This is an optimization exercise on Yosys and OpenROAD, whose aim is small area, a short achievable clock period and few clock cycles, not a production implementation. Function was checked by simulation only, so behaviour that the tests miss may differ from the original. Power and IR drop assume default switching activity.

==> design.v <==
module sbse (
    input  wire        clk,
    input  wire        rst,
    input  wire        go,
    input  wire [19:0] start,
    input  wire [19:0] stop,
    output wire        ready,
    output wire        done,
    output reg         err,
    output reg  [19:0] count,
    output reg  [39:0] sum
);
    localparam STOP_MAX = 20'hFFFF9;     
    localparam NPRIME   = 8'd170;        
    localparam ND       = 16;       
    localparam S_IDLE   = 0,
               S_CHECK  = 1,
               S_CHECK2 = 2,
               S_SETUP  = 3,
               S_RANGE  = 4,
               S_RANGE2 = 5,
               S_RANGE3 = 6,
               S_SEG    = 7,
               S_SIEVE  = 8,
               S_READ   = 9,
               S_FLUSH  = 10,
               S_FIN0   = 11,
               S_MUL    = 12,
               S_LAST   = 13,
               S_RANGE4 = 14,
               S_LAST2  = 15;
    reg [15:0] state;              
    reg        done_q, ready_q;
    reg [1:0]  l2;
    assign done  = done_q;
    assign ready = ready_q;
    reg [19:0] r_start, r_stop;    
    reg [1:0]  rs, re;             
    reg [9:0]  root;               
    reg [12:0] srem;
    reg [4:0]  step;
    reg [1:0]  n23;                
    reg [2:0]  s23;                
    reg        bad;
    reg [18:0] j0;                 
    reg        rlb, emp;
    wire [10:0] rlen_hi = {rlen[19:10], 1'b1} + {~{1'b0, j0[18:10]}, !rlb};    
    reg [19:0] rlen;               
    reg [8:0]  seg_len;            
    reg        seg_last;
    reg [4:0]  nw;                 
    reg [3:0]  ridx;
    reg        rd_on;              
    reg [8:0]  rd_len;             
    reg [4:0]  rd_nw;
    reg [255:0] sb;                
    integer k, s;
    reg [7:0] rom_a;
    reg [9:0] rom_q;
    always @(*) begin
        case (rom_a)
            8'd0: rom_q = 10'd5;
            8'd1: rom_q = 10'd7;
            8'd2: rom_q = 10'd11;
            8'd3: rom_q = 10'd13;
            8'd4: rom_q = 10'd17;
            8'd5: rom_q = 10'd19;
            8'd6: rom_q = 10'd23;
            8'd7: rom_q = 10'd29;
            8'd8: rom_q = 10'd31;
            8'd9: rom_q = 10'd37;
            8'd10: rom_q = 10'd41;
            8'd11: rom_q = 10'd43;
            8'd12: rom_q = 10'd47;
            8'd13: rom_q = 10'd53;
            8'd14: rom_q = 10'd59;
            8'd15: rom_q = 10'd61;
            8'd16: rom_q = 10'd67;
            8'd17: rom_q = 10'd71;
            8'd18: rom_q = 10'd73;
            8'd19: rom_q = 10'd79;
            8'd20: rom_q = 10'd83;
            8'd21: rom_q = 10'd89;
            8'd22: rom_q = 10'd97;
            8'd23: rom_q = 10'd101;
            8'd24: rom_q = 10'd103;
            8'd25: rom_q = 10'd107;
            8'd26: rom_q = 10'd109;
            8'd27: rom_q = 10'd113;
            8'd28: rom_q = 10'd127;
            8'd29: rom_q = 10'd131;
            8'd30: rom_q = 10'd137;
            8'd31: rom_q = 10'd139;
            8'd32: rom_q = 10'd149;
            8'd33: rom_q = 10'd151;
            8'd34: rom_q = 10'd157;
            8'd35: rom_q = 10'd163;
            8'd36: rom_q = 10'd167;
            8'd37: rom_q = 10'd173;
            8'd38: rom_q = 10'd179;
            8'd39: rom_q = 10'd181;
            8'd40: rom_q = 10'd191;
            8'd41: rom_q = 10'd193;
            8'd42: rom_q = 10'd197;
            8'd43: rom_q = 10'd199;
            8'd44: rom_q = 10'd211;
            8'd45: rom_q = 10'd223;
            8'd46: rom_q = 10'd227;
            8'd47: rom_q = 10'd229;
            8'd48: rom_q = 10'd233;
            8'd49: rom_q = 10'd239;
            8'd50: rom_q = 10'd241;
            8'd51: rom_q = 10'd251;
            8'd52: rom_q = 10'd257;
            8'd53: rom_q = 10'd263;
            8'd54: rom_q = 10'd269;
            8'd55: rom_q = 10'd271;
            8'd56: rom_q = 10'd277;
            8'd57: rom_q = 10'd281;
            8'd58: rom_q = 10'd283;
            8'd59: rom_q = 10'd293;
            8'd60: rom_q = 10'd307;
            8'd61: rom_q = 10'd311;
            8'd62: rom_q = 10'd313;
            8'd63: rom_q = 10'd317;
            8'd64: rom_q = 10'd331;
            8'd65: rom_q = 10'd337;
            8'd66: rom_q = 10'd347;
            8'd67: rom_q = 10'd349;
            8'd68: rom_q = 10'd353;
            8'd69: rom_q = 10'd359;
            8'd70: rom_q = 10'd367;
            8'd71: rom_q = 10'd373;
            8'd72: rom_q = 10'd379;
            8'd73: rom_q = 10'd383;
            8'd74: rom_q = 10'd389;
            8'd75: rom_q = 10'd397;
            8'd76: rom_q = 10'd401;
            8'd77: rom_q = 10'd409;
            8'd78: rom_q = 10'd419;
            8'd79: rom_q = 10'd421;
            8'd80: rom_q = 10'd431;
            8'd81: rom_q = 10'd433;
            8'd82: rom_q = 10'd439;
            8'd83: rom_q = 10'd443;
            8'd84: rom_q = 10'd449;
            8'd85: rom_q = 10'd457;
            8'd86: rom_q = 10'd461;
            8'd87: rom_q = 10'd463;
            8'd88: rom_q = 10'd467;
            8'd89: rom_q = 10'd479;
            8'd90: rom_q = 10'd487;
            8'd91: rom_q = 10'd491;
            8'd92: rom_q = 10'd499;
            8'd93: rom_q = 10'd503;
            8'd94: rom_q = 10'd509;
            8'd95: rom_q = 10'd521;
            8'd96: rom_q = 10'd523;
            8'd97: rom_q = 10'd541;
            8'd98: rom_q = 10'd547;
            8'd99: rom_q = 10'd557;
            8'd100: rom_q = 10'd563;
            8'd101: rom_q = 10'd569;
            8'd102: rom_q = 10'd571;
            8'd103: rom_q = 10'd577;
            8'd104: rom_q = 10'd587;
            8'd105: rom_q = 10'd593;
            8'd106: rom_q = 10'd599;
            8'd107: rom_q = 10'd601;
            8'd108: rom_q = 10'd607;
            8'd109: rom_q = 10'd613;
            8'd110: rom_q = 10'd617;
            8'd111: rom_q = 10'd619;
            8'd112: rom_q = 10'd631;
            8'd113: rom_q = 10'd641;
            8'd114: rom_q = 10'd643;
            8'd115: rom_q = 10'd647;
            8'd116: rom_q = 10'd653;
            8'd117: rom_q = 10'd659;
            8'd118: rom_q = 10'd661;
            8'd119: rom_q = 10'd673;
            8'd120: rom_q = 10'd677;
            8'd121: rom_q = 10'd683;
            8'd122: rom_q = 10'd691;
            8'd123: rom_q = 10'd701;
            8'd124: rom_q = 10'd709;
            8'd125: rom_q = 10'd719;
            8'd126: rom_q = 10'd727;
            8'd127: rom_q = 10'd733;
            8'd128: rom_q = 10'd739;
            8'd129: rom_q = 10'd743;
            8'd130: rom_q = 10'd751;
            8'd131: rom_q = 10'd757;
            8'd132: rom_q = 10'd761;
            8'd133: rom_q = 10'd769;
            8'd134: rom_q = 10'd773;
            8'd135: rom_q = 10'd787;
            8'd136: rom_q = 10'd797;
            8'd137: rom_q = 10'd809;
            8'd138: rom_q = 10'd811;
            8'd139: rom_q = 10'd821;
            8'd140: rom_q = 10'd823;
            8'd141: rom_q = 10'd827;
            8'd142: rom_q = 10'd829;
            8'd143: rom_q = 10'd839;
            8'd144: rom_q = 10'd853;
            8'd145: rom_q = 10'd857;
            8'd146: rom_q = 10'd859;
            8'd147: rom_q = 10'd863;
            8'd148: rom_q = 10'd877;
            8'd149: rom_q = 10'd881;
            8'd150: rom_q = 10'd883;
            8'd151: rom_q = 10'd887;
            8'd152: rom_q = 10'd907;
            8'd153: rom_q = 10'd911;
            8'd154: rom_q = 10'd919;
            8'd155: rom_q = 10'd929;
            8'd156: rom_q = 10'd937;
            8'd157: rom_q = 10'd941;
            8'd158: rom_q = 10'd947;
            8'd159: rom_q = 10'd953;
            8'd160: rom_q = 10'd967;
            8'd161: rom_q = 10'd971;
            8'd162: rom_q = 10'd977;
            8'd163: rom_q = 10'd983;
            8'd164: rom_q = 10'd991;
            8'd165: rom_q = 10'd997;
            8'd166: rom_q = 10'd1009;
            8'd167: rom_q = 10'd1013;
            8'd168: rom_q = 10'd1019;
            8'd169: rom_q = 10'd1021;
        default: rom_q = 10'd1023;
        endcase
    end
    function [3:0] div3_step;      
        input [1:0] r;
        input [1:0] d;
        reg [3:0] v;
        begin
            v = {r, d};
            if (v >= 4'd9)      div3_step = {2'd3, v[1:0] - 2'd1};
            else if (v >= 4'd6) div3_step = {2'd2, v[1:0] - 2'd2};
            else if (v >= 4'd3) div3_step = {2'd1, v[1:0] - 2'd3};
            else                div3_step = {2'd0, v[1:0]};
        end
    endfunction
    function [8:0] div3_10;        
        input [9:0] p;
        reg [3:0] d;
        reg [1:0] r;
        reg [9:0] q;
        integer i;
        begin
            r = 2'd0;
            for (i = 4; i >= 0; i = i - 1) begin
                d = div3_step(r, p[2*i +: 2]);
                q[2*i +: 2] = d[3:2];
                r = d[1:0];
            end
            div3_10 = q[8:0];
        end
    endfunction
    wire [3:0]  ds_s  = div3_step(rs, r_start[19:18]);
    wire [3:0]  ds_e  = div3_step(re, r_stop[19:18]);
    wire [12:0] sq_r  = {srem[10:0], r_stop[19:18]};
    wire [12:0] sq_t  = {1'b0, root, 2'b01};
    wire [12:0] sq_d  = sq_r - sq_t;
    reg        issuing;
    reg [7:0]  pi, pi1;
    reg        pend;               
    reg        gapr;
    reg [13:0] bx;
    reg [11:0] bt;
    wire cut     = dp0 > root;
    wire dp0_big = (dp0[9:5] != 5'd0);
    wire gap_now = dv[0] ? (dp0_big && ({dp0, 2'b00} < {3'd0, seg_len})) : gapr;
    wire iss_ok  = issuing && !gap_now && !cut && !pend;
    always @(*) rom_a = pi;
    reg [ND:0] dv;
    reg [9:0]  dp0, dp1, dp2, dp3, dp4, dp5, dp6, dp7, dp8, dp9, dp10, dp11, dp12, dp13, dp14, dp15, dp16;
    wire [1:0] dr0 = j0[18:17];
    reg [2:0]  dr1;
    reg [3:0]  dr2;
    reg [4:0]  dr3;
    reg [5:0]  dr4;
    reg [6:0]  dr5;
    reg [7:0]  dr6;
    reg [8:0]  dr7;
    reg [9:0]  dr8;
    reg [9:0]  dr9;
    reg [9:0]  dr10;
    reg [9:0]  dr11;
    reg [9:0]  dr12;
    reg [9:0]  dr13;
    reg [9:0]  dr14;
    reg [9:0]  dr15;
    reg [9:0]  dr16;
    wire [9:0] dpA = dp14, dpL = dp16;
    wire [9:0] drL = dr16;
    reg [8:0]  da15, da16;         
    reg [10:0] db16;               
    wire [2:0] dv1 = {dr0, j0[16]};
    wire [3:0] dd1 = {1'b0, dv1} - {1'b0, dp0[2:0]};
    wire       ds1 = (dp0[9:3] == 7'd0) && !dd1[3];
    wire [3:0] dv2 = {dr1, j0[15]};
    wire [4:0] dd2 = {1'b0, dv2} - {1'b0, dp1[3:0]};
    wire       ds2 = (dp1[9:4] == 6'd0) && !dd2[4];
    wire [4:0] dv3 = {dr2, j0[14]};
    wire [5:0] dd3 = {1'b0, dv3} - {1'b0, dp2[4:0]};
    wire       ds3 = (dp2[9:5] == 5'd0) && !dd3[5];
    wire [5:0] dv4 = {dr3, j0[13]};
    wire [6:0] dd4 = {1'b0, dv4} - {1'b0, dp3[5:0]};
    wire       ds4 = (dp3[9:6] == 4'd0) && !dd4[6];
    wire [6:0] dv5 = {dr4, j0[12]};
    wire [7:0] dd5 = {1'b0, dv5} - {1'b0, dp4[6:0]};
    wire       ds5 = (dp4[9:7] == 3'd0) && !dd5[7];
    wire [7:0] dv6 = {dr5, j0[11]};
    wire [8:0] dd6 = {1'b0, dv6} - {1'b0, dp5[7:0]};
    wire       ds6 = (dp5[9:8] == 2'd0) && !dd6[8];
    wire [8:0] dv7 = {dr6, j0[10]};
    wire [9:0] dd7 = {1'b0, dv7} - {1'b0, dp6[8:0]};
    wire       ds7 = (dp6[9:9] == 1'd0) && !dd7[9];
    wire [9:0] dv8 = {dr7, j0[9]};
    wire [10:0] dd8 = {1'b0, dv8} - {1'b0, dp7[9:0]};
    wire       ds8 = !dd8[10];
    wire [10:0] dv9 = {dr8, j0[8]};
    wire [11:0] dd9 = {1'b0, dv9} - {2'b00, dp8};
    wire [10:0] dv10 = {dr9, j0[7]};
    wire [11:0] dd10 = {1'b0, dv10} - {2'b00, dp9};
    wire [10:0] dv11 = {dr10, j0[6]};
    wire [11:0] dd11 = {1'b0, dv11} - {2'b00, dp10};
    wire [10:0] dv12 = {dr11, j0[5]};
    wire [11:0] dd12 = {1'b0, dv12} - {2'b00, dp11};
    wire [10:0] dv13 = {dr12, j0[4]};
    wire [11:0] dd13 = {1'b0, dv13} - {2'b00, dp12};
    wire [10:0] dv14 = {dr13, j0[3]};
    wire [11:0] dd14 = {1'b0, dv14} - {2'b00, dp13};
    wire [10:0] dv15 = {dr14, j0[2]};
    wire [11:0] dd15 = {1'b0, dv15} - {2'b00, dp14};
    wire [10:0] dv16 = {dr15, j0[1]};
    wire [11:0] dd16 = {1'b0, dv16} - {2'b00, dp15};
    reg        f1v, f1skip;
    reg [11:0] f1A, f1B;
    reg [10:0] f1t;
    wire [10:0] fR    = {drL, j0[0]};                
    wire        skipA = (j0[18:9] == 10'd0) && (j0[8:0] <= da16);
    reg        f2v;
    reg [12:0] f2A, f2B, f2A2, f2B2;
    reg [11:0] f2t2;
    wire [12:0] f1At  = {f1A[11], f1A} + {2'b0, f1t};
    wire [12:0] f1Bt  = {f1B[11], f1B} + {2'b0, f1t};
    wire [12:0] f1At2 = {f1A[11], f1A} + {1'b0, f1t, 1'b0};
    wire [12:0] f1Bt2 = {f1B[11], f1B} + {1'b0, f1t, 1'b0};
    wire        f1cA  = f1A[11] || f1skip;
    reg [12:0] mA, mB, mA2, mB2;
    reg [11:0] mt2;
    reg [13:0] mlm;                
    reg [13:0] f2lm;
    reg         inA, inB, inA2, inB2;      
    wire [12:0] mA_x  = f2v ? f2A  : (mA  + {1'b0, mt2});
    wire [12:0] mB_x  = f2v ? f2B  : (mB  + {1'b0, mt2});
    wire [12:0] mA2_x = f2v ? f2A2 : (mA2 + {1'b0, mt2});
    wire [12:0] mB2_x = f2v ? f2B2 : (mB2 + {1'b0, mt2});
    wire        mlm_ok = !mlm[13];
    wire        inA_x  = (!state[S_SEG]) && (f2v ? (f2A  < {4'd0, seg_len}) : (inA && mlm_ok && (mA  < mlm[12:0])));
    wire        inB_x  = (!state[S_SEG]) && (f2v ? (f2B  < {4'd0, seg_len}) : (inB && mlm_ok && (mB  < mlm[12:0])));
    wire        inA2_x = (!state[S_SEG]) && (f2v ? (f2A2 < {4'd0, seg_len}) : (inA && mlm_ok && (mA2 < mlm[12:0])));
    wire        inB2_x = (!state[S_SEG]) && (f2v ? (f2B2 < {4'd0, seg_len}) : (inB && mlm_ok && (mB2 < mlm[12:0])));
    reg [15:0] rowA, colA, rowB, colB, rowA2, colA2, rowB2, colB2;
    always @(*) begin
        for (k = 0; k < 16; k = k + 1) begin
            rowA[k]  = inA  && (mA[7:4]  == k);
            colA[k]  = (mA[3:0]  == k);
            rowB[k]  = inB  && (mB[7:4]  == k);
            colB[k]  = (mB[3:0]  == k);
            rowA2[k] = inA2 && (mA2[7:4] == k);
            colA2[k] = (mA2[3:0] == k);
            rowB2[k] = inB2 && (mB2[7:4] == k);
            colB2[k] = (mB2[3:0] == k);
        end
    end
    wire pipe_empty = !issuing && (dv == {(ND+1){1'b0}}) && !f1v && !f2v && !inA && !inB && !rd_on;
    reg        rv1, rv2, rv3, rv4, rv5;
    reg [4:0]  r2c;
    reg [7:0]  r2ci;
    reg [3:0]  r2par;
    reg [6:0]  rc3;
    reg        mbit, in_mul;
    reg [15:0] rm;
    reg [3:0]  q_ev, q_od, q_b1, q_b2, q_b3;
    reg [4:0]  rc;
    reg [9:0]  re_w;
    reg [22:0] k48;                
    reg [39:0] rx;                 
    reg        sc1, sc2, sc3;      
    reg        ccy;                
    wire [15:0] rword = sb[{ridx, 4'd0} +: 16];
    reg  [15:0] rmask;
    always @(*) begin
        for (k = 0; k < 16; k = k + 1)
            rmask[k] = (rd_len[8:4] != 5'd0) || (k < rd_len[3:0]);
    end
    function [3:0] pc8;
        input [7:0] x;
        begin
            pc8 = {3'd0, x[0]} + {3'd0, x[1]} + {3'd0, x[2]} + {3'd0, x[3]}
                + {3'd0, x[4]} + {3'd0, x[5]} + {3'd0, x[6]} + {3'd0, x[7]};
        end
    endfunction
    wire [4:0] c_w   = {1'b0, q_ev} + {1'b0, q_od};
    wire [7:0] ci_w  = {4'd0, q_od} + {3'd0, q_b1, 1'b0} + {2'd0, q_b2, 2'b0} + {1'd0, q_b3, 3'b0};
    wire [9:0] e_w   = {1'b0, r2ci, 1'b0} + {2'b0, r2ci} + {5'd0, r2c} + {6'd0, r2par};
    wire [10:0] sum_p0  = {1'b0, sum[9:0]} + {1'b0, rx[9:0]};
    wire [11:0] sum_p1  = {1'b0, sum[19:10], 1'b1} + {1'b0, rx[19:10], sc1};
    wire [11:0] sum_p2  = {1'b0, sum[29:20], 1'b1} + {1'b0, rx[29:20], sc2};
    wire [10:0] sum_p3  = {sum[39:30], 1'b1} + {rx[39:30], sc3};
    reg         lastf;
    reg [4:0]   mhi;                
    reg [4:0]   msb_c;
    always @(*) begin
        msb_c = 5'd0;
        for (k = 0; k < 17; k = k + 1)
            if (count[k]) msb_c = k;
    end
    wire        mul_end = (step == 5'd17) || (step > mhi);
    wire [4:0]  cnt_op  = lastf ? {3'd0, n23} : (rv4 ? rc : 5'd0);
    wire [6:0]  cnt_lo  = {1'b0, count[5:0]} + {2'b00, cnt_op[4:0]};
    wire [18:0] last_w = j0 + {10'd0, rd_nw - 5'd1, 4'd0};
    reg [15:0] pat;                
    reg        pat_en, first_seg;   
    reg [9:0]  exm;                
    reg [8:0]  cap;                
    reg [3:0]  ph5, ph5_x;
    wire [3:0] ph5_n = (ph5 >= 4'd4) ? ph5 - 4'd4 : ph5 + 4'd6;    
    reg [3:0]  ph7, ph7_x;
    wire [3:0] ph7_n = (ph7 >= 4'd12) ? ph7 - 4'd12 : ph7 + 4'd2;    
    reg [4:0]  ph11, ph11_x;
    wire [4:0] ph11_n = (ph11 >= 5'd6) ? ph11 - 5'd6 : ph11 + 5'd16;    
    reg [4:0]  ph13, ph13_x;
    wire [4:0] ph13_n = (ph13 >= 5'd10) ? ph13 - 5'd10 : ph13 + 5'd16;    
    reg [5:0]  ph17, ph17_x;
    wire [5:0] ph17_n = (ph17 >= 6'd18) ? ph17 - 6'd18 : ph17 + 6'd16;    
    reg [5:0]  ph19, ph19_x;
    wire [5:0] ph19_n = (ph19 >= 6'd22) ? ph19 - 6'd22 : ph19 + 6'd16;    
    reg [5:0]  ph23, ph23_x;
    wire [5:0] ph23_n = (ph23 >= 6'd30) ? ph23 - 6'd30 : ph23 + 6'd16;    
    reg [5:0]  ph29, ph29_x;
    wire [5:0] ph29_n = (ph29 >= 6'd42) ? ph29 - 6'd42 : ph29 + 6'd16;    
    reg [5:0]  ph31, ph31_x;
    wire [5:0] ph31_n = (ph31 >= 6'd46) ? ph31 - 6'd46 : ph31 + 6'd16;    
    always @(*) begin
        pat[0] = !(pat_en && ridx == 4'd0 && exm[0]) && ((cap[0] && (ph5 == 1 || ph5 == 8)) ||
                  (cap[1] && (ph7 == 2 || ph7 == 11)) ||
                  (cap[2] && (ph11 == 3 || ph11 == 18)) ||
                  (cap[3] && (ph13 == 4 || ph13 == 21)) ||
                  (cap[4] && (ph17 == 5 || ph17 == 28)) ||
                  (cap[5] && (ph19 == 6 || ph19 == 31)) ||
                  (cap[6] && (ph23 == 7 || ph23 == 38)) ||
                  (cap[7] && (ph29 == 9 || ph29 == 48)) ||
                  (cap[8] && (ph31 == 10 || ph31 == 51)));
        pat[1] = !(pat_en && ridx == 4'd0 && exm[1]) && ((cap[0] && (ph5 == 0 || ph5 == 7)) ||
                  (cap[1] && (ph7 == 1 || ph7 == 10)) ||
                  (cap[2] && (ph11 == 2 || ph11 == 17)) ||
                  (cap[3] && (ph13 == 3 || ph13 == 20)) ||
                  (cap[4] && (ph17 == 4 || ph17 == 27)) ||
                  (cap[5] && (ph19 == 5 || ph19 == 30)) ||
                  (cap[6] && (ph23 == 6 || ph23 == 37)) ||
                  (cap[7] && (ph29 == 8 || ph29 == 47)) ||
                  (cap[8] && (ph31 == 9 || ph31 == 50)));
        pat[2] = !(pat_en && ridx == 4'd0 && exm[2]) && ((cap[0] && (ph5 == 9 || ph5 == 6)) ||
                  (cap[1] && (ph7 == 0 || ph7 == 9)) ||
                  (cap[2] && (ph11 == 1 || ph11 == 16)) ||
                  (cap[3] && (ph13 == 2 || ph13 == 19)) ||
                  (cap[4] && (ph17 == 3 || ph17 == 26)) ||
                  (cap[5] && (ph19 == 4 || ph19 == 29)) ||
                  (cap[6] && (ph23 == 5 || ph23 == 36)) ||
                  (cap[7] && (ph29 == 7 || ph29 == 46)) ||
                  (cap[8] && (ph31 == 8 || ph31 == 49)));
        pat[3] = !(pat_en && ridx == 4'd0 && exm[3]) && ((cap[0] && (ph5 == 8 || ph5 == 5)) ||
                  (cap[1] && (ph7 == 13 || ph7 == 8)) ||
                  (cap[2] && (ph11 == 0 || ph11 == 15)) ||
                  (cap[3] && (ph13 == 1 || ph13 == 18)) ||
                  (cap[4] && (ph17 == 2 || ph17 == 25)) ||
                  (cap[5] && (ph19 == 3 || ph19 == 28)) ||
                  (cap[6] && (ph23 == 4 || ph23 == 35)) ||
                  (cap[7] && (ph29 == 6 || ph29 == 45)) ||
                  (cap[8] && (ph31 == 7 || ph31 == 48)));
        pat[4] = !(pat_en && ridx == 4'd0 && exm[4]) && ((cap[0] && (ph5 == 7 || ph5 == 4)) ||
                  (cap[1] && (ph7 == 12 || ph7 == 7)) ||
                  (cap[2] && (ph11 == 21 || ph11 == 14)) ||
                  (cap[3] && (ph13 == 0 || ph13 == 17)) ||
                  (cap[4] && (ph17 == 1 || ph17 == 24)) ||
                  (cap[5] && (ph19 == 2 || ph19 == 27)) ||
                  (cap[6] && (ph23 == 3 || ph23 == 34)) ||
                  (cap[7] && (ph29 == 5 || ph29 == 44)) ||
                  (cap[8] && (ph31 == 6 || ph31 == 47)));
        pat[5] = !(pat_en && ridx == 4'd0 && exm[5]) && ((cap[0] && (ph5 == 6 || ph5 == 3)) ||
                  (cap[1] && (ph7 == 11 || ph7 == 6)) ||
                  (cap[2] && (ph11 == 20 || ph11 == 13)) ||
                  (cap[3] && (ph13 == 25 || ph13 == 16)) ||
                  (cap[4] && (ph17 == 0 || ph17 == 23)) ||
                  (cap[5] && (ph19 == 1 || ph19 == 26)) ||
                  (cap[6] && (ph23 == 2 || ph23 == 33)) ||
                  (cap[7] && (ph29 == 4 || ph29 == 43)) ||
                  (cap[8] && (ph31 == 5 || ph31 == 46)));
        pat[6] = !(pat_en && ridx == 4'd0 && exm[6]) && ((cap[0] && (ph5 == 5 || ph5 == 2)) ||
                  (cap[1] && (ph7 == 10 || ph7 == 5)) ||
                  (cap[2] && (ph11 == 19 || ph11 == 12)) ||
                  (cap[3] && (ph13 == 24 || ph13 == 15)) ||
                  (cap[4] && (ph17 == 33 || ph17 == 22)) ||
                  (cap[5] && (ph19 == 0 || ph19 == 25)) ||
                  (cap[6] && (ph23 == 1 || ph23 == 32)) ||
                  (cap[7] && (ph29 == 3 || ph29 == 42)) ||
                  (cap[8] && (ph31 == 4 || ph31 == 45)));
        pat[7] = !(pat_en && ridx == 4'd0 && exm[7]) && ((cap[0] && (ph5 == 4 || ph5 == 1)) ||
                  (cap[1] && (ph7 == 9 || ph7 == 4)) ||
                  (cap[2] && (ph11 == 18 || ph11 == 11)) ||
                  (cap[3] && (ph13 == 23 || ph13 == 14)) ||
                  (cap[4] && (ph17 == 32 || ph17 == 21)) ||
                  (cap[5] && (ph19 == 37 || ph19 == 24)) ||
                  (cap[6] && (ph23 == 0 || ph23 == 31)) ||
                  (cap[7] && (ph29 == 2 || ph29 == 41)) ||
                  (cap[8] && (ph31 == 3 || ph31 == 44)));
        pat[8] = !(pat_en && ridx == 4'd0 && exm[8]) && ((cap[0] && (ph5 == 3 || ph5 == 0)) ||
                  (cap[1] && (ph7 == 8 || ph7 == 3)) ||
                  (cap[2] && (ph11 == 17 || ph11 == 10)) ||
                  (cap[3] && (ph13 == 22 || ph13 == 13)) ||
                  (cap[4] && (ph17 == 31 || ph17 == 20)) ||
                  (cap[5] && (ph19 == 36 || ph19 == 23)) ||
                  (cap[6] && (ph23 == 45 || ph23 == 30)) ||
                  (cap[7] && (ph29 == 1 || ph29 == 40)) ||
                  (cap[8] && (ph31 == 2 || ph31 == 43)));
        pat[9] = !(pat_en && ridx == 4'd0 && exm[9]) && ((cap[0] && (ph5 == 2 || ph5 == 9)) ||
                  (cap[1] && (ph7 == 7 || ph7 == 2)) ||
                  (cap[2] && (ph11 == 16 || ph11 == 9)) ||
                  (cap[3] && (ph13 == 21 || ph13 == 12)) ||
                  (cap[4] && (ph17 == 30 || ph17 == 19)) ||
                  (cap[5] && (ph19 == 35 || ph19 == 22)) ||
                  (cap[6] && (ph23 == 44 || ph23 == 29)) ||
                  (cap[7] && (ph29 == 0 || ph29 == 39)) ||
                  (cap[8] && (ph31 == 1 || ph31 == 42)));
        pat[10] = ((cap[0] && (ph5 == 1 || ph5 == 8)) ||
                  (cap[1] && (ph7 == 6 || ph7 == 1)) ||
                  (cap[2] && (ph11 == 15 || ph11 == 8)) ||
                  (cap[3] && (ph13 == 20 || ph13 == 11)) ||
                  (cap[4] && (ph17 == 29 || ph17 == 18)) ||
                  (cap[5] && (ph19 == 34 || ph19 == 21)) ||
                  (cap[6] && (ph23 == 43 || ph23 == 28)) ||
                  (cap[7] && (ph29 == 57 || ph29 == 38)) ||
                  (cap[8] && (ph31 == 0 || ph31 == 41)));
        pat[11] = ((cap[0] && (ph5 == 0 || ph5 == 7)) ||
                  (cap[1] && (ph7 == 5 || ph7 == 0)) ||
                  (cap[2] && (ph11 == 14 || ph11 == 7)) ||
                  (cap[3] && (ph13 == 19 || ph13 == 10)) ||
                  (cap[4] && (ph17 == 28 || ph17 == 17)) ||
                  (cap[5] && (ph19 == 33 || ph19 == 20)) ||
                  (cap[6] && (ph23 == 42 || ph23 == 27)) ||
                  (cap[7] && (ph29 == 56 || ph29 == 37)) ||
                  (cap[8] && (ph31 == 61 || ph31 == 40)));
        pat[12] = ((cap[0] && (ph5 == 9 || ph5 == 6)) ||
                  (cap[1] && (ph7 == 4 || ph7 == 13)) ||
                  (cap[2] && (ph11 == 13 || ph11 == 6)) ||
                  (cap[3] && (ph13 == 18 || ph13 == 9)) ||
                  (cap[4] && (ph17 == 27 || ph17 == 16)) ||
                  (cap[5] && (ph19 == 32 || ph19 == 19)) ||
                  (cap[6] && (ph23 == 41 || ph23 == 26)) ||
                  (cap[7] && (ph29 == 55 || ph29 == 36)) ||
                  (cap[8] && (ph31 == 60 || ph31 == 39)));
        pat[13] = ((cap[0] && (ph5 == 8 || ph5 == 5)) ||
                  (cap[1] && (ph7 == 3 || ph7 == 12)) ||
                  (cap[2] && (ph11 == 12 || ph11 == 5)) ||
                  (cap[3] && (ph13 == 17 || ph13 == 8)) ||
                  (cap[4] && (ph17 == 26 || ph17 == 15)) ||
                  (cap[5] && (ph19 == 31 || ph19 == 18)) ||
                  (cap[6] && (ph23 == 40 || ph23 == 25)) ||
                  (cap[7] && (ph29 == 54 || ph29 == 35)) ||
                  (cap[8] && (ph31 == 59 || ph31 == 38)));
        pat[14] = ((cap[0] && (ph5 == 7 || ph5 == 4)) ||
                  (cap[1] && (ph7 == 2 || ph7 == 11)) ||
                  (cap[2] && (ph11 == 11 || ph11 == 4)) ||
                  (cap[3] && (ph13 == 16 || ph13 == 7)) ||
                  (cap[4] && (ph17 == 25 || ph17 == 14)) ||
                  (cap[5] && (ph19 == 30 || ph19 == 17)) ||
                  (cap[6] && (ph23 == 39 || ph23 == 24)) ||
                  (cap[7] && (ph29 == 53 || ph29 == 34)) ||
                  (cap[8] && (ph31 == 58 || ph31 == 37)));
        pat[15] = ((cap[0] && (ph5 == 6 || ph5 == 3)) ||
                  (cap[1] && (ph7 == 1 || ph7 == 10)) ||
                  (cap[2] && (ph11 == 10 || ph11 == 3)) ||
                  (cap[3] && (ph13 == 15 || ph13 == 6)) ||
                  (cap[4] && (ph17 == 24 || ph17 == 13)) ||
                  (cap[5] && (ph19 == 29 || ph19 == 16)) ||
                  (cap[6] && (ph23 == 38 || ph23 == 23)) ||
                  (cap[7] && (ph29 == 52 || ph29 == 33)) ||
                  (cap[8] && (ph31 == 57 || ph31 == 36)));
        ph5_x = (dv[ND] && dpL == 10'd5) ? fR[3:0] : rd_on ? ph5_n : ph5;
        ph7_x = (dv[ND] && dpL == 10'd7) ? fR[3:0] : rd_on ? ph7_n : ph7;
        ph11_x = (dv[ND] && dpL == 10'd11) ? fR[4:0] : rd_on ? ph11_n : ph11;
        ph13_x = (dv[ND] && dpL == 10'd13) ? fR[4:0] : rd_on ? ph13_n : ph13;
        ph17_x = (dv[ND] && dpL == 10'd17) ? fR[5:0] : rd_on ? ph17_n : ph17;
        ph19_x = (dv[ND] && dpL == 10'd19) ? fR[5:0] : rd_on ? ph19_n : ph19;
        ph23_x = (dv[ND] && dpL == 10'd23) ? fR[5:0] : rd_on ? ph23_n : ph23;
        ph29_x = (dv[ND] && dpL == 10'd29) ? fR[5:0] : rd_on ? ph29_n : ph29;
        ph31_x = (dv[ND] && dpL == 10'd31) ? fR[5:0] : rd_on ? ph31_n : ph31;
    end
    wire set_all = (state[S_CHECK2]);
    reg [15:0] set_w;
    always @(*) begin
        for (k = 0; k < 16; k = k + 1)
            set_w[k] = set_all || (rd_on && ridx == k);
    end
    always @(posedge clk) begin
        for (s = 0; s < 256; s = s + 1)
            sb[s] <= (!set_w[s/16] & sb[s]) |
                     (rowA[s/16] & colA[s%16]) | (rowB[s/16] & colB[s%16]) |
                     (rowA2[s/16] & colA2[s%16]) | (rowB2[s/16] & colB2[s%16]);
        if (dv[0]) begin
            gapr <= dp0_big && ({dp0, 3'b000} < {4'd0, seg_len});
            bx   <= {1'b0, dp0, 3'b000} + {2'b00, dp0, 2'b00};
            bt   <= {dp0, 2'b00};
        end else begin
            gapr <= gapr && (bx < {5'd0, seg_len});
            bx   <= bx + {2'b00, bt};
        end
        if (state[S_SEG])
            gapr <= 1'b0;
        dp0 <= rom_q;
        dr1 <= ds1 ? dd1[2:0] : dv1;
        dp1 <= dp0;
        dr2 <= ds2 ? dd2[3:0] : dv2;
        dp2 <= dp1;
        dr3 <= ds3 ? dd3[4:0] : dv3;
        dp3 <= dp2;
        dr4 <= ds4 ? dd4[5:0] : dv4;
        dp4 <= dp3;
        dr5 <= ds5 ? dd5[6:0] : dv5;
        dp5 <= dp4;
        dr6 <= ds6 ? dd6[7:0] : dv6;
        dp6 <= dp5;
        dr7 <= ds7 ? dd7[8:0] : dv7;
        dp7 <= dp6;
        dr8 <= ds8 ? dd8[9:0] : dv8;
        dp8 <= dp7;
        dr9 <= dd9[11] ? dv9[9:0] : dd9[9:0];
        dp9 <= dp8;
        dr10 <= dd10[11] ? dv10[9:0] : dd10[9:0];
        dp10 <= dp9;
        dr11 <= dd11[11] ? dv11[9:0] : dd11[9:0];
        dp11 <= dp10;
        dr12 <= dd12[11] ? dv12[9:0] : dd12[9:0];
        dp12 <= dp11;
        dr13 <= dd13[11] ? dv13[9:0] : dd13[9:0];
        dp13 <= dp12;
        dr14 <= dd14[11] ? dv14[9:0] : dd14[9:0];
        dp14 <= dp13;
        dr15 <= dd15[11] ? dv15[9:0] : dd15[9:0];
        dp15 <= dp14;
        dr16 <= dd16[11] ? dv16[9:0] : dd16[9:0];
        dp16 <= dp15;
        da15 <= div3_10(dpA);
        da16 <= da15;
        db16 <= {da15, 2'b00} + {2'b00, da15} + 11'd1 + {9'd0, da15[0], 1'b0};
        if (state[S_RANGE3])
            cap <= 9'd0;
        else if (dv[ND])
            cap <= cap | {dpL == 10'd31, dpL == 10'd29, dpL == 10'd23, dpL == 10'd19, dpL == 10'd17, dpL == 10'd13, dpL == 10'd11, dpL == 10'd7, dpL == 10'd5};
        ph5 <= ph5_x;
        ph7 <= ph7_x;
        ph11 <= ph11_x;
        ph13 <= ph13_x;
        ph17 <= ph17_x;
        ph19 <= ph19_x;
        ph23 <= ph23_x;
        ph29 <= ph29_x;
        ph31 <= ph31_x;
        f1A    <= {3'd0, da16} - {1'b0, fR};
        f1B    <= {1'b0, db16} - {1'b0, fR};
        f1t    <= {dpL, 1'b0};
        f1skip <= skipA;
        f2A    <= f1cA    ? f1At  : {1'b0, f1A};
        f2A2   <= f1cA    ? f1At2 : f1At;
        f2B    <= f1B[11] ? f1Bt  : {1'b0, f1B};
        f2B2   <= f1B[11] ? f1Bt2 : f1Bt;
        f2t2   <= {f1t, 1'b0};
        f2lm   <= {5'd0, seg_len} - {2'b00, f1t, 1'b0};
        if (f2v) begin
            mt2 <= f2t2;
            mlm <= f2lm;
        end
        if (f2v || inA) begin
            mA  <= mA_x;
            mA2 <= mA2_x;
        end
        if (f2v || inB) begin
            mB  <= mB_x;
            mB2 <= mB2_x;
        end
        rm   <= ~(rword | pat) & rmask;
        q_ev <= pc8({rm[14], rm[12], rm[10], rm[8], rm[6], rm[4], rm[2], rm[0]});
        q_od <= pc8({rm[15], rm[13], rm[11], rm[9], rm[7], rm[5], rm[3], rm[1]});
        q_b1 <= pc8({rm[15:14], rm[11:10], rm[7:6], rm[3:2]});
        q_b2 <= pc8({rm[15:12], rm[7:4]});
        q_b3 <= pc8(rm[15:8]);
        r2c   <= c_w;
        r2ci  <= ci_w;
        r2par <= j0[0] ? q_ev : q_od;
        rc    <= r2c;
        rc3   <= {2'b00, r2c} + {1'b0, r2c, 1'b0};
        re_w  <= e_w;
    end
    always @(posedge clk) begin
        if (rst) begin
            state   <= 16'd1 << S_IDLE;
            done_q  <= 1'b0;
            ready_q <= 1'b1;
            issuing <= 1'b0;
            dv      <= {(ND+1){1'b0}};
            f1v     <= 1'b0;
            f2v     <= 1'b0;
            rd_on   <= 1'b0;
            in_mul  <= 1'b0;
            rv1     <= 1'b0;
            rv2     <= 1'b0;
            rv3     <= 1'b0;
            rv4     <= 1'b0;
            rv5     <= 1'b0;
            inA     <= 1'b0;
            inB     <= 1'b0;
            inA2    <= 1'b0;
            inB2    <= 1'b0;
        end else begin
            dv  <= {dv[ND-1:0], iss_ok};
            f1v <= dv[ND] && (dpL[9:5] != 5'd0);
            f2v <= f1v;
            inA  <= inA_x;
            inB  <= inB_x;
            inA2 <= inA2_x;
            inB2 <= inB2_x;
            if (issuing && !gap_now && (cut || pend))
                issuing <= 1'b0;
            if (rd_on && {1'b0, ridx} == rd_nw - 5'd1)
                rd_on <= 1'b0;
            rv1 <= rd_on;
            rv2 <= rv1;
            rv3 <= rv2;
            rv4 <= rv3;
            rv5 <= rv4;
            case (1'b1)
            state[S_IDLE]: begin
                if (go) begin
                    state   <= 16'd1 << S_CHECK;
                    done_q  <= 1'b0;
                    ready_q <= 1'b0;
                end
            end
            state[S_CHECK]:  state <= 16'd1 << S_CHECK2;
            state[S_CHECK2]: begin
                if (bad) begin
                    state   <= 16'd1 << S_IDLE;
                    done_q  <= 1'b1;
                    ready_q <= 1'b1;
                end else
                    state <= 16'd1 << S_SETUP;
            end
            state[S_SETUP]:  if (step == 5'd9) state <= 16'd1 << S_RANGE;
            state[S_RANGE]:  state <= 16'd1 << S_RANGE2;
            state[S_RANGE2]: state <= 16'd1 << S_RANGE4;
            state[S_RANGE4]: state <= 16'd1 << S_RANGE3;
            state[S_RANGE3]: begin
                if (emp) begin
                    state   <= 16'd1 << S_IDLE;
                    done_q  <= 1'b1;
                    ready_q <= 1'b1;
                end else
                    state <= 16'd1 << S_SEG;
            end
            state[S_SEG]: begin
                issuing <= 1'b1;
                state   <= 16'd1 << S_SIEVE;
            end
            state[S_SIEVE]: begin
                if (pipe_empty) begin
                    rd_on <= 1'b1;
                    state <= seg_last ? (16'd1 << S_READ) : (16'd1 << S_SEG);
                end
            end
            state[S_READ]:  if (!rd_on) state <= 16'd1 << S_FLUSH;
            state[S_FLUSH]: if (!rv1 && !rv2 && !rv3 && !rv4 && !rv5) state <= 16'd1 << S_FIN0;
            state[S_FIN0]: begin
                in_mul <= 1'b1;
                state  <= 16'd1 << S_MUL;
            end
            state[S_MUL]: begin
                if (mul_end) begin
                    in_mul <= 1'b0;
                    state  <= 16'd1 << S_LAST;
                end
            end
            state[S_LAST]: begin
                l2    <= 2'd0;
                state <= 16'd1 << S_LAST2;
            end
            state[S_LAST2]: begin               
                l2 <= l2 + 2'd1;
                if (l2 == 2'd2) begin
                    state   <= 16'd1 << S_IDLE;
                    done_q  <= 1'b1;
                    ready_q <= 1'b1;
                end
            end
            default: state <= 16'd1 << S_IDLE;
            endcase
        end
    end
    always @(posedge clk) begin
        if (iss_ok) begin
            pi   <= pi1;
            pi1  <= pi1 + 8'd1;
            pend <= (pi1 == NPRIME);
        end
        if (rd_on) begin
            ridx   <= ridx + 4'd1;
            rd_len <= (rd_len[8:4] != 5'd0) ? rd_len - 9'd16 : 9'd0;
        end
        lastf <= (state[S_MUL]) && mul_end;
        if (!state[S_IDLE]) begin
            count[5:0]   <= cnt_lo[5:0];
            ccy          <= cnt_lo[6];
            count[16:6]  <= count[16:6] + {10'd0, ccy};
        end
        if (rv4)
            k48 <= k48 + {12'd0, rc3, 4'd0};
        if (in_mul)
            rx <= mbit ? {r_stop, r_start} : 40'd0;
        else if (rv4)
            rx <= {{16{1'b0}}, 14'd0, re_w} - {17'd0, k48};
        else
            rx <= 40'd0;
        if (!state[S_IDLE]) begin
            sum <= {sum_p3[10:1], sum_p2[10:1], sum_p1[10:1], sum_p0[9:0]};
            sc1 <= sum_p0[10];
            sc2 <= sum_p1[11];
            sc3 <= sum_p2[11];
        end
        case (1'b1)
        state[S_IDLE]: begin
            if (go) begin
                r_start <= start;
                r_stop  <= stop;
            end
        end
        state[S_CHECK]: begin
            rs   <= 2'd0;
            re   <= 2'd0;
            root <= 10'd0;
            srem <= 13'd0;
            step <= 5'd0;
            count <= 20'd0;
            ccy  <= 1'b0;
            k48  <= 23'd0;
            bad  <= (r_start == 20'd0) || (r_start > r_stop) || (r_stop > STOP_MAX);
            n23  <= ((r_start <= 20'd2 && r_stop >= 20'd2) ? 2'd1 : 2'd0)
                  + ((r_start <= 20'd3 && r_stop >= 20'd3) ? 2'd1 : 2'd0);
            s23  <= ((r_start <= 20'd2 && r_stop >= 20'd2) ? 3'd2 : 3'd0)
                  + ((r_start <= 20'd3 && r_stop >= 20'd3) ? 3'd3 : 3'd0);
        end
        state[S_CHECK2]: begin
            err <= bad;
            sum <= bad ? 40'd0 : {37'd0, s23};
            sc1 <= 1'b0;
            sc2 <= 1'b0;
            sc3 <= 1'b0;
            ccy <= 1'b0;
            count <= 20'd0;
        end
        state[S_SETUP]: begin
            rs <= ds_s[1:0];
            re <= ds_e[1:0];
            if (!sq_d[12]) begin
                srem <= sq_d;
                root <= {root[8:0], 1'b1};
            end else begin
                srem <= sq_r;
                root <= {root[8:0], 1'b0};
            end
            r_start <= {r_start[17:0], ds_s[3:2]};
            r_stop  <= {r_stop[17:0], ds_e[3:2]};
            step    <= step + 5'd1;
        end
        state[S_RANGE]: begin
            j0  <= r_start[18:0] + {18'd0, (r_start[18:0] == 19'd0) || (rs == 2'd2 && !r_start[0])};
            rlen <= {1'b0, ({1'b0, re} < 3'd1 + {2'b00, r_stop[0]}) ? r_stop[18:0] : r_stop[18:0] + 19'd1};
        end
        state[S_RANGE2]: begin
            {rlb, rlen[9:0]} <= {1'b0, rlen[9:0]} - {1'b0, j0[9:0]};
            emp <= (rlen[18:0] <= j0);                      
        end
        state[S_RANGE4]: rlen[19:10] <= rlen_hi[10:1];
        state[S_RANGE3]: begin
            if (emp)
                count <= {18'd0, n23};
            ccy <= 1'b0;
            pi   <= 8'd0;
            pi1  <= 8'd1;
            pend <= 1'b0;
            first_seg <= 1'b1;
            exm[0] <= (j0 == 19'd1) || (j0 == 19'd2) || (j0 == 19'd3) || (j0 == 19'd4) || (j0 == 19'd5) || (j0 == 19'd6) || (j0 == 19'd7) || (j0 == 19'd9) || (j0 == 19'd10);
            exm[1] <= (j0 == 19'd1) || (j0 == 19'd2) || (j0 == 19'd3) || (j0 == 19'd4) || (j0 == 19'd5) || (j0 == 19'd6) || (j0 == 19'd8) || (j0 == 19'd9);
            exm[2] <= (j0 == 19'd1) || (j0 == 19'd2) || (j0 == 19'd3) || (j0 == 19'd4) || (j0 == 19'd5) || (j0 == 19'd7) || (j0 == 19'd8);
            exm[3] <= (j0 == 19'd1) || (j0 == 19'd2) || (j0 == 19'd3) || (j0 == 19'd4) || (j0 == 19'd6) || (j0 == 19'd7);
            exm[4] <= (j0 == 19'd1) || (j0 == 19'd2) || (j0 == 19'd3) || (j0 == 19'd5) || (j0 == 19'd6);
            exm[5] <= (j0 == 19'd1) || (j0 == 19'd2) || (j0 == 19'd4) || (j0 == 19'd5);
            exm[6] <= (j0 == 19'd1) || (j0 == 19'd3) || (j0 == 19'd4);
            exm[7] <= (j0 == 19'd2) || (j0 == 19'd3);
            exm[8] <= (j0 == 19'd1) || (j0 == 19'd2);
            exm[9] <= (j0 == 19'd1);
        end
        state[S_SEG]: begin
            seg_len  <= (rlen[19:8] != 12'd0) ? 9'd256 : rlen[8:0];
            seg_last <= (rlen[19:8] == 12'd0) || (rlen == 20'd256);
            nw       <= (rlen[19:8] != 12'd0) ? 5'd16 : ({1'b0, rlen[7:4]} + {4'd0, |rlen[3:0]});
        end
        state[S_SIEVE]: begin
            if (pipe_empty) begin
                pat_en    <= first_seg;
                first_seg <= 1'b0;
                ridx   <= 4'd0;
                rd_len <= seg_len;
                rd_nw  <= nw;
                if (!seg_last) begin
                    j0    <= j0 + 19'd256;
                    rlen  <= rlen - 20'd256;
                    pi    <= 8'd9;       
                    pi1   <= 8'd10;
                    pend  <= 1'b0;
                end
            end
        end
        state[S_FLUSH]: {r_stop, r_start} <= {21'd0, last_w};
        state[S_FIN0]: begin
            {r_stop, r_start} <= {19'd0, {2'b00, r_start[18:0]} + {1'b0, r_start[18:0], 1'b0}};
            step <= 5'd1;
            mbit <= count[0];
            mhi  <= msb_c;
        end
        state[S_MUL]: begin
            {r_stop, r_start} <= {r_stop[18:0], r_start, 1'b0};
            step <= step + 5'd1;
            mbit <= count[step];
        end
        default: ;
        endcase
    end
endmodule
==> flow/run.sh <==
#!/bin/bash
# The standard layout (standard.sh), with the input and output port
# buffers chosen as sky130_fd_sc_hd__buf_4 instead of the resizer's default.
# The full make output goes to standard.log; ORFS keeps its per-step logs
# under orfs/logs.
set -euo pipefail
export BUFFER_PORTS_ARGS="-buffer_cell sky130_fd_sc_hd__buf_4"
bash standard.sh > standard.log 2>&1
==> standard.sh <==
#!/bin/bash
# synth_recipe.tcl (not shown) runs the flow's synth.tcl, then flattens the netlist and writes it again
# the make line also repeats each setting of config.mk as NAME=value (left out here)
make -C /OpenROAD-flow-scripts/flow DESIGN_CONFIG=/design/flow/config.mk WORK_HOME=/design/flow/orfs CLKGATE_MAP_FILE= SYNTH_SCRIPT=/design/flow/synth_recipe.tcl "${@:-finish}"
==> config.mk <==
export PLATFORM = sky130hd
export DESIGN_NAME = sbse
export DESIGN_NICKNAME = sbse
export VERILOG_FILES = /design/flow/design.v
export SDC_FILE = /design/flow/constraint.sdc
export NUM_CORES = 4
export LEC_CHECK = 0
export CAP_MARGIN = 20
export CORE_MARGIN = 2
export CORE_UTILIZATION = 40
export PLACE_DENSITY = 0.6
export SLEW_MARGIN = 20
==> constraint.sdc <==
create_clock -name core_clock -period 12.0 [get_ports {clk}]
set_input_delay 2.4000 -clock core_clock [delete_from_list [all_inputs] [get_ports {clk}]]
set_output_delay 2.4000 -clock core_clock [all_outputs]
set_load 0.01 [all_outputs]
==> results of run 1 <==
==> per-layer routing <==
metal | up-vias | part of all wire, % | global-route usage [%]
li1 | 29663 | - | -
met1 | 30563 | 42 | 33.2
met2 | 2887 | 46 | 42.2
met3 | 618 | 7.9 | 4.73
met4 | 2 | 4.3 | 10.5
met5 | - | 0.0048 | 0
==> sequential cells by signal, summed over array words and instances (netlist names), 16 cells and up <==
| register | count |
|---|---|
| rm | 16 |
| r_stop | 20 |
| sb | 256 |
| r_start | 20 |
| rx | 40 |
| dv | 17 |
| count | 17 |
| state | 16 |
| k48 | 19 |
| sum | 40 |
| j0 | 19 |
| rlen | 20 |
==> cells by family after synthesis <==
logic type      synth area share (%)
fa+ha+maj                       13.1
mux                             4.07
xor+xnor                        5.09
compound gates                  19.5
buf+inv                         5.31
other cells                   0.0101
flops                           37.6
simple gates                    15.2
==> path summary, 6_finish.rpt <==
kind | from | cells after the start | slack [ns] | end
worst max register to register | f2v | 9 | 8.08 | rlen[18]
worst max-delay path | err | 1 | 8.03 | err
worst min register to register | f1B[0] | 0 | 0.33 | f2B2[0]
worst min-delay path | f1B[0] | 0 | 0.33 | f2B2[0]
==> worst register-to-register path, stage by stage, from the launching register on <==
cell,delay (ns)
dfxtp_4,0.50
or2_2,0.65
or4_1,0.56
nor2_1,0.16
nand2_1,0.18
nor4_1,0.53
nor2_1,0.08
nor2_1,0.11
nor2_1,0.05
nor2_1,0.70
==> metrics by stage <==
stage / total power [mW] / hold slack (ns) / worst slack [ns] / std cells / cell area, µm²
2_1_floorplan: 9.09 / 0.310 / 7.43 / 8364 / 74500
3_3_place_gp: 10.4 / 0.318 / 8.05 / 10590 / 77600
3_5_place_dp: 10.5 / 0.314 / 8.04 / 10591 / 77700
4_1_cts: 15.3 / 0.330 / 7.97 / 10861 / 82800
5_1_grt: 16.1 / 0.331 / 7.87 / 10862 / 82900
6_report: 15.2 / 0.332 / 8.03 / 10863 / 82900
==> final cells by class <==
class                      count  area [µm²]
clock buffer                 205        4240
fill                       17893      102000
antenna                        1        2.50
inverter                     608        2280
clock inverter                65         858
timing repair buffer         187        1420
tap                         2480        3100
multi-input combinational   6060       42900
sequential                  1257       28000
==> power breakdown <==
part	total [mW]	switching, mW	internal, mW	leakage, nW
Sequential	5.69	0.647	5.04	10.6
Combinational	4.78	2.61	2.17	20.8
Clock	4.73	1.95	2.78	2.49
Total	15.2	5.21	9.99	34.0
==> synthesized netlist by cell type (37+ instances only) <==
master	instances
dfxtp_1	972
nand2_1	741
nor2_1	661
ha_1	660
a21oi_1	618
inv_1	604
o21ai_0	414
clkbuf_1	386
a22oi_1	323
xnor2_1	322
nand3_1	314
edfxtp_1	285
nor3_1	168
a21o_1	151
o22ai_1	144
nor2b_1	116
xor2_1	102
nand2b_1	101
o21bai_1	98
mux4_2	85
a211o_1	76
fa_1	75
a211oi_1	61
nand4_1	54
o31ai_1	52
mux2_2	51
nor4_1	49
mux2i_1	47
buf_1	43
and2_1	41
a21boi_0	37
==> notes.md, run 1 <==
* Clk buf depth at 3
* DIE AREA at 0.190 mm²
* VDD IR-drop max at about 0.17 mV
* Detailed Route WL at 251,000 µm
* Synthesis-to-finish area growth at 11.3%
* Max Fclk at 0.252 GHz
* Max FO, Critical Path at 1
* Clk root buf: clkbuf_16
* Setup_tns at 0 ns
* Syn Area/Cell at 8.91 µm²
* Top cell type's share of synthesized area at 26.1%
* Outcome: timing/DRC/antenna clean
* Most frequent cells in the layout: 962 x dfxtp_1, 741 x nand2_1, 660 x ha_1
* Largest cells by area after synthesis: dfxtp_1 26%, edfxtp_1 11%, ha_1 11%
* Placer congestion estimate at approximately 0.99
* Fin crit share at 33.1%
* Post-DP HPWL at 184,000 µm
* Async S/R FF share, synth at 0%
* Post-CTS sizing at 0
* Global-route usage over all layers at 25.7%
* Num Clock Sinks at 1,257
* Register clock-pin slew on the reported worst setup and hold paths at 0.06 ns
* Worst-margin pin slew at 1.30 ns
* DR pass1 iterations at 7
* Max Cap Viol at 0
* Post-synth top flop: dfxtp_1
* Area leader, netlist: dfxtp_1
* Min cycle time layout at 3.97 ns
* GRT overflow at 0
* Vias in the first global route at just over 60,000
* Critical Path Start Type: flop
* Via count at about 64,000
* Rows at about 160
* Post-DR vias/cell at 5.87
* Slew headroom at 13.4%
* Hold Crit Class: flop to flop
* Global-route wire length before repair at 379,000 µm
* Unrepaired setup endpoints after global routing: false
* Final-stage net count at between 9,000 and 10,000
* Critical Path End Type: output pin
* Post-CTS Setup Inserts at 0
* Starting Density at between 40% and 50%
* DRT antenna net count at 0
* Total CTS buffers at 146
* Synthesis-stage register bit count at 1,257
* CP Cell Sequence: buf_4
* Distinct cells, synth at between 100 and 150
* Power density over cell area at 183 mW/mm²
* Commonest non-fill, non-tap cell in the layout: dfxtp_1
* CP Class: flop to output pin
* Crit path buffers/inverters at 1
* Antenna violations before repair at 8
* Final slew viol count at 0
* EDFF count, synth at 285
* Mapped Cells at 8,361
* Worst skew pair latency at 0.81 ns
* Layout cells sized above 1 at 8.41%
* Core ar. at 0.185 mm²
* Leak at 34.0 nW
* Cts hold-fix bufs at 0
* Largest net degree at the start of global routing at 80
* WL per Instance at roughly 23 µm
* Post-Syn Area at 0.0745 mm²
* Die height at ~440 µm
* Final Core Density at 44.7%
* Clock Skew at 0.0554 ns
* Slowest cell on the critical path: edfxtp_1
* CTS tree: done
* WP data arrival at 1.57 ns
* Final Hold Viols at 0
* Die width at between 400 and 500 µm
* Initial drt markers at 7,041
* Req. time, crit path at about 9.6 ns
* I/O pin cnt at 106
* PortBufs at 102
* Sequential area share after synthesis at 37.6%
* Slowest stage delay, CP at 0.54 ns
* Final setup vio count at 0
* Clock H-tree levels at 4
* CP top delay family: flip-flops
* Post-route DRC at 0
* Synth warnings at 1
Testbench counts, summed over its fixed seeds: cycles 38,047.
==> inputs of run 2 (changes only) <==
--- a/config.mk
+++ b/config.mk
@@ -9,4 +9,4 @@
 export CORE_MARGIN = 2
-export CORE_UTILIZATION = 40
-export PLACE_DENSITY = 0.6
+export CORE_UTILIZATION = 50
+export PLACE_DENSITY = 0.65
 export SLEW_MARGIN = 20
==> run 2 against run 1 <==
Still clean on timing, DRC and antenna. Design area shrank 1.1%. First-iteration DRC count decreased by 5.3%. Die area shrank 20%. Area after synthesis is the same. Synthesized cell count unchanged. Via count is 0.29% higher. Clock skew is 0.019 ns lower. Critical path depth is 6 higher. Setup slack improved by 0.0036 ns. Count of clock-buffer cells in the layout down 5. Largest cell class unchanged.
==> notes.md, run 2 <==
* Max Cap Viol at 0 (unchanged)
* Num Clock Sinks at 1,257 (unchanged)
* Initial drt markers at 6,669 (was 7,041)
* Most frequent cell after synthesis: dfxtp_1 (unchanged)
* Total CTS buffers at 145 (was 146)
* Req. time, crit path at 12.43 ns (was 9.60 ns)
* Critical Path Start Type: flop (unchanged)
* P_int at 9.84 mW (was 9.99 mW)
* Post-CTS sizing at 0 (unchanged)
* Syn Area/Cell at 8.91 µm² (unchanged)
* Die width at 390 µm (was 435 µm)
* WP data arrival at 4.39 ns (was 1.57 ns)
* Top cell type's share of synthesized area at 26.1% (unchanged)
* DRT antenna net count at 0 (unchanged)
* Hold Crit Class: flop to flop (unchanged)
* VDD IR-drop max at 0.188 mV (was 0.165 mV)
* Outcome: timing/DRC/antenna clean (unchanged)
* Switch share at 33.9% (was 34.3%)
* Critical Path End Type: flop (was output pin)
* Dpl cells at 10,048 (was 10,591)
* Layout cells sized above 1 at 8.43% (was 8.41%)
* Clock H-tree levels at 4 (unchanged)
* Die height at 390 µm (was 435 µm)
* Logic gate share of total power at 31.3% (was 31.5%)
* Clock Skew at 0.0360 ns (was 0.0554 ns)
* Post-route DRC at 0 (unchanged)
* CTS tree: done (unchanged)
* Post-synth top flop: dfxtp_1 (unchanged)
* Slew headroom at 15.3% (was 13.4%)
* Power density over cell area at 181 mW/mm² (was 183 mW/mm²)
* Global-route wire length before repair at 371,000 µm (was 379,000 µm)
* Cell Area, Placed at 0.0770 mm² (was 0.0777 mm²)
* Final Core Density at 55.5% (was 44.7%)
* Final-stage net count at 9,043 (was 9,038)
* Worst-margin pin slew at 1.27 ns (was 1.30 ns)
* Largest net degree at the start of global routing at 78 (was 80)
* Synth warnings at 1 (unchanged)
* Clk root buf: clkbuf_16 (unchanged)
* Min-delay src: f1A[0] (was f1B[0])
* Final setup vio count at 0 (unchanged)
* Clk buf depth at 3 (unchanged)
* Fin worst setup slack at 8.03 ns (about the same)
* Worst skew pair latency at 0.81 ns (about the same)
* Hold slack at 0.329 ns (was 0.332 ns)
* Non-Filler Instances at 10,322 (was 10,863)
* Antenna violations before repair at 5 (was 8)
* Starting Density at 50.4% (was 40.2%)
* DIE AREA at 0.152 mm² (was 0.190 mm²)
* Sw power at 5.04 mW (was 5.21 mW)
* Crit Reg-Reg Endpoint: j0[8] (was rlen[18])
* Top cells by count, synth: 972 x dfxtp_1, 741 x nand2_1, 661 x nor2_1 (unchanged)
* I/O pin cnt at 106 (unchanged)
* Sequential area share after synthesis at 37.6% (unchanged)
* Mapped Cells at 8,361 (unchanged)
* Final Hold Viols at 0 (unchanged)
* Detailed Route WL at 243,000 µm (was 251,000 µm)
* Rows at 141 (was 158)
* Largest reg by FF count: sb (unchanged)
* Most frequent cells in the layout: 963 x dfxtp_1, 741 x nand2_1, 660 x ha_1 (was 962 x dfxtp_1, 741 x nand2_1, 660 x ha_1)
* Register clock-pin slew on the reported worst setup and hold paths at 0.06 ns (about the same)
* R2R setup slack at 8.03 ns (was 8.08 ns)
* Async S/R FF share, synth at 0% (unchanged)
* Unrepaired setup endpoints after global routing: false (unchanged)
* Min cycle time layout at 3.97 ns (about the same)
* Synthesis-stage register bit count at 1,257 (unchanged)
* Post-Layout Inst Area at 0.0820 mm² (was 0.0829 mm²)
* Fin crit share at 33.0% (was 33.1%)
* Core ar. at 0.148 mm² (was 0.185 mm²)
* GRT overflow at 0 (unchanged)
* DR pass1 iterations at 9 (was 7)
* Post-CTS Setup Inserts at 0 (unchanged)
* Total power at 14.9 mW (was 15.2 mW)
* Max FO, Critical Path at 55 (was 1)
* Distinct cells, synth at 104 (unchanged)
* Hold depth at 0 (unchanged)
* Post-Syn Area at 0.0745 mm² (unchanged)
* EDFF count, synth at 285 (unchanged)
* Pre-CTS setup slack at 8.03 ns (was 8.04 ns)
* Vias in the first global route at 62,374 (was 61,936)
* Post-DP HPWL at 180,000 µm (was 184,000 µm)
* Cts hold-fix bufs at 0 (unchanged)
* Via count at 63,920 (was 63,733)
* CP Class: flop to flop (was flop to output pin)
* Setup_tns at 0 ns (unchanged)
* Sequential Power Share at 38.1% (was 37.4%)
* Post-DR vias/cell at 6.19 (was 5.87)
* Synthesis-to-finish area growth at 10.1% (was 11.3%)
* WL per Instance at 23.5 µm (was 23.1 µm)
* Placer congestion estimate at 1.03 (was 0.993)
* PortBufs at 102 (unchanged)
* Top flop regs: sb: 256 flops, rx: 40 flops, sum: 40 flops (unchanged)
* Worst-case reg-to-reg path depth at 7 (was 9)
* Global-route usage over all layers at 31.4% (was 25.7%)
* Filler Cells Inserted at 13,182 (was 17,893)
* Area leader, netlist: dfxtp_1 (unchanged)
* Clk pwr share at 30.7% (was 31.1%)
* Commonest non-fill, non-tap cell in the layout: dfxtp_1 (unchanged)
* Number of flip-flops in the largest register at 256 (unchanged)
* Max Fclk at 0.252 GHz (about the same)
* Final slew viol count at 0 (unchanged)
* Reg-to-reg startpoint: f2v (unchanged)
* Largest cells by area after synthesis: dfxtp_1 26%, edfxtp_1 11%, ha_1 11% (unchanged)
* Leak at 33.9 nW (was 34.0 nW)
* Worst Hold End: f2A2[0] (was f2B2[0])
## run 2: how the worst max path moves through the flow
stage | startpoint | end | slack (ns) | cells after the start
after floorplan | go | r_start[0] | 7.43 | 3
after global placement | f2v | rlen[18] | 8.04 | 9
after detailed placement | f2v | j0[12] | 8.03 | 7
after CTS | f2v | j0[8] | 8.00 | 7
after global routing | f2v | rlen[19] | 7.73 | 9
final | f2v | j0[8] | 8.03 | 7
## run 2: area by class of cell
cell class,instances,area (µm²),share of cell area (%)
diodes,5,12.5,0.0153
clock buffers,200,4210,5.14
clock inverters,69,719,0.877
inverters,608,2280,2.78
multi-input cells,6060,42900,52.3
flip-flops and latches,1257,28000,34.2
well taps,1930,2410,2.94
repair buffers,193,1460,1.78
## run 2: kinds of logic after synthesis
| group | count (synthesis) | share of synthesized area [%] |
|---|---|---|
| and+or+nand+nor | 2439 | 15.2 |
| AOI/OAI and AO/OA | 2267 | 19.5 |
| DFF | 1257 | 37.6 |
| buffers and inverters | 1047 | 5.31 |
| adders and majority gates | 735 | 13.1 |
| xor gates and xnor gates | 427 | 5.09 |
| muxes | 187 | 4.07 |
| other | 2 | 0.0101 |
## run 2: routing by layer
metal	share of wire [%]	vias to the layer above	global-route usage [%]
met1	41	30646	40.5
li1	-	29669	-
met2	46	2900	50.9
met3	7.9	705	5.84
met5	0	-	0
met4	4.9	0	14.3
## run 2: power by group through the flow
stage	Sequential, mW	Combinational [mW]	Clock, mW
floorplan	5.44	3.64	0
global placement	5.73	4.45	0
detailed placement	5.74	4.58	0
CTS	5.66	4.66	4.61
global route	5.72	5.30	4.78
finish	5.66	4.65	4.56
## run 2: critical path, cell delays in order (launching register included)
cell and delay, ns:
dfxtp_4 0.52, or2_2 0.64, or4_1 0.63, nor2_1 0.20, nand2_1 0.18, nor4_1 0.51, a21oi_1 0.13, nor2_1 0.73

==> static timing again, ports no longer ideal <==
The flow's constraints put no driver on any port. The routed layouts listed below were extracted and timed again, unchanged, in two steps. Step 1: set_driving_cell puts a clkbuf_16 on clk and a buf_2 on each other input, an assumption about the parent block. Step 2 adds t to the input delays and takes it off the output delays; t is the mean of the earliest and latest rising clock arrival at the registers after step 1. Input paths then give back, and output paths get back, about the clock's delay inside the block. Slacks: ideal / step 1 / step 2; pairs: ideal / step 1.
run | shift t [ns] | setup slack, ns | worst register clock-pin slew, ns
run 1 | 0.872 | 8.031 / 7.943 / 7.993 | 0.07 / 0.07
run 2 | 0.883 | 8.035 / 8.011 / 8.035 | 0.07 / 0.07
After both steps every run listed still meets setup and hold. For run 1, which loses most, drivers alone change the setup slack by -0.088 ns; drivers and shift together by -0.038 ns.
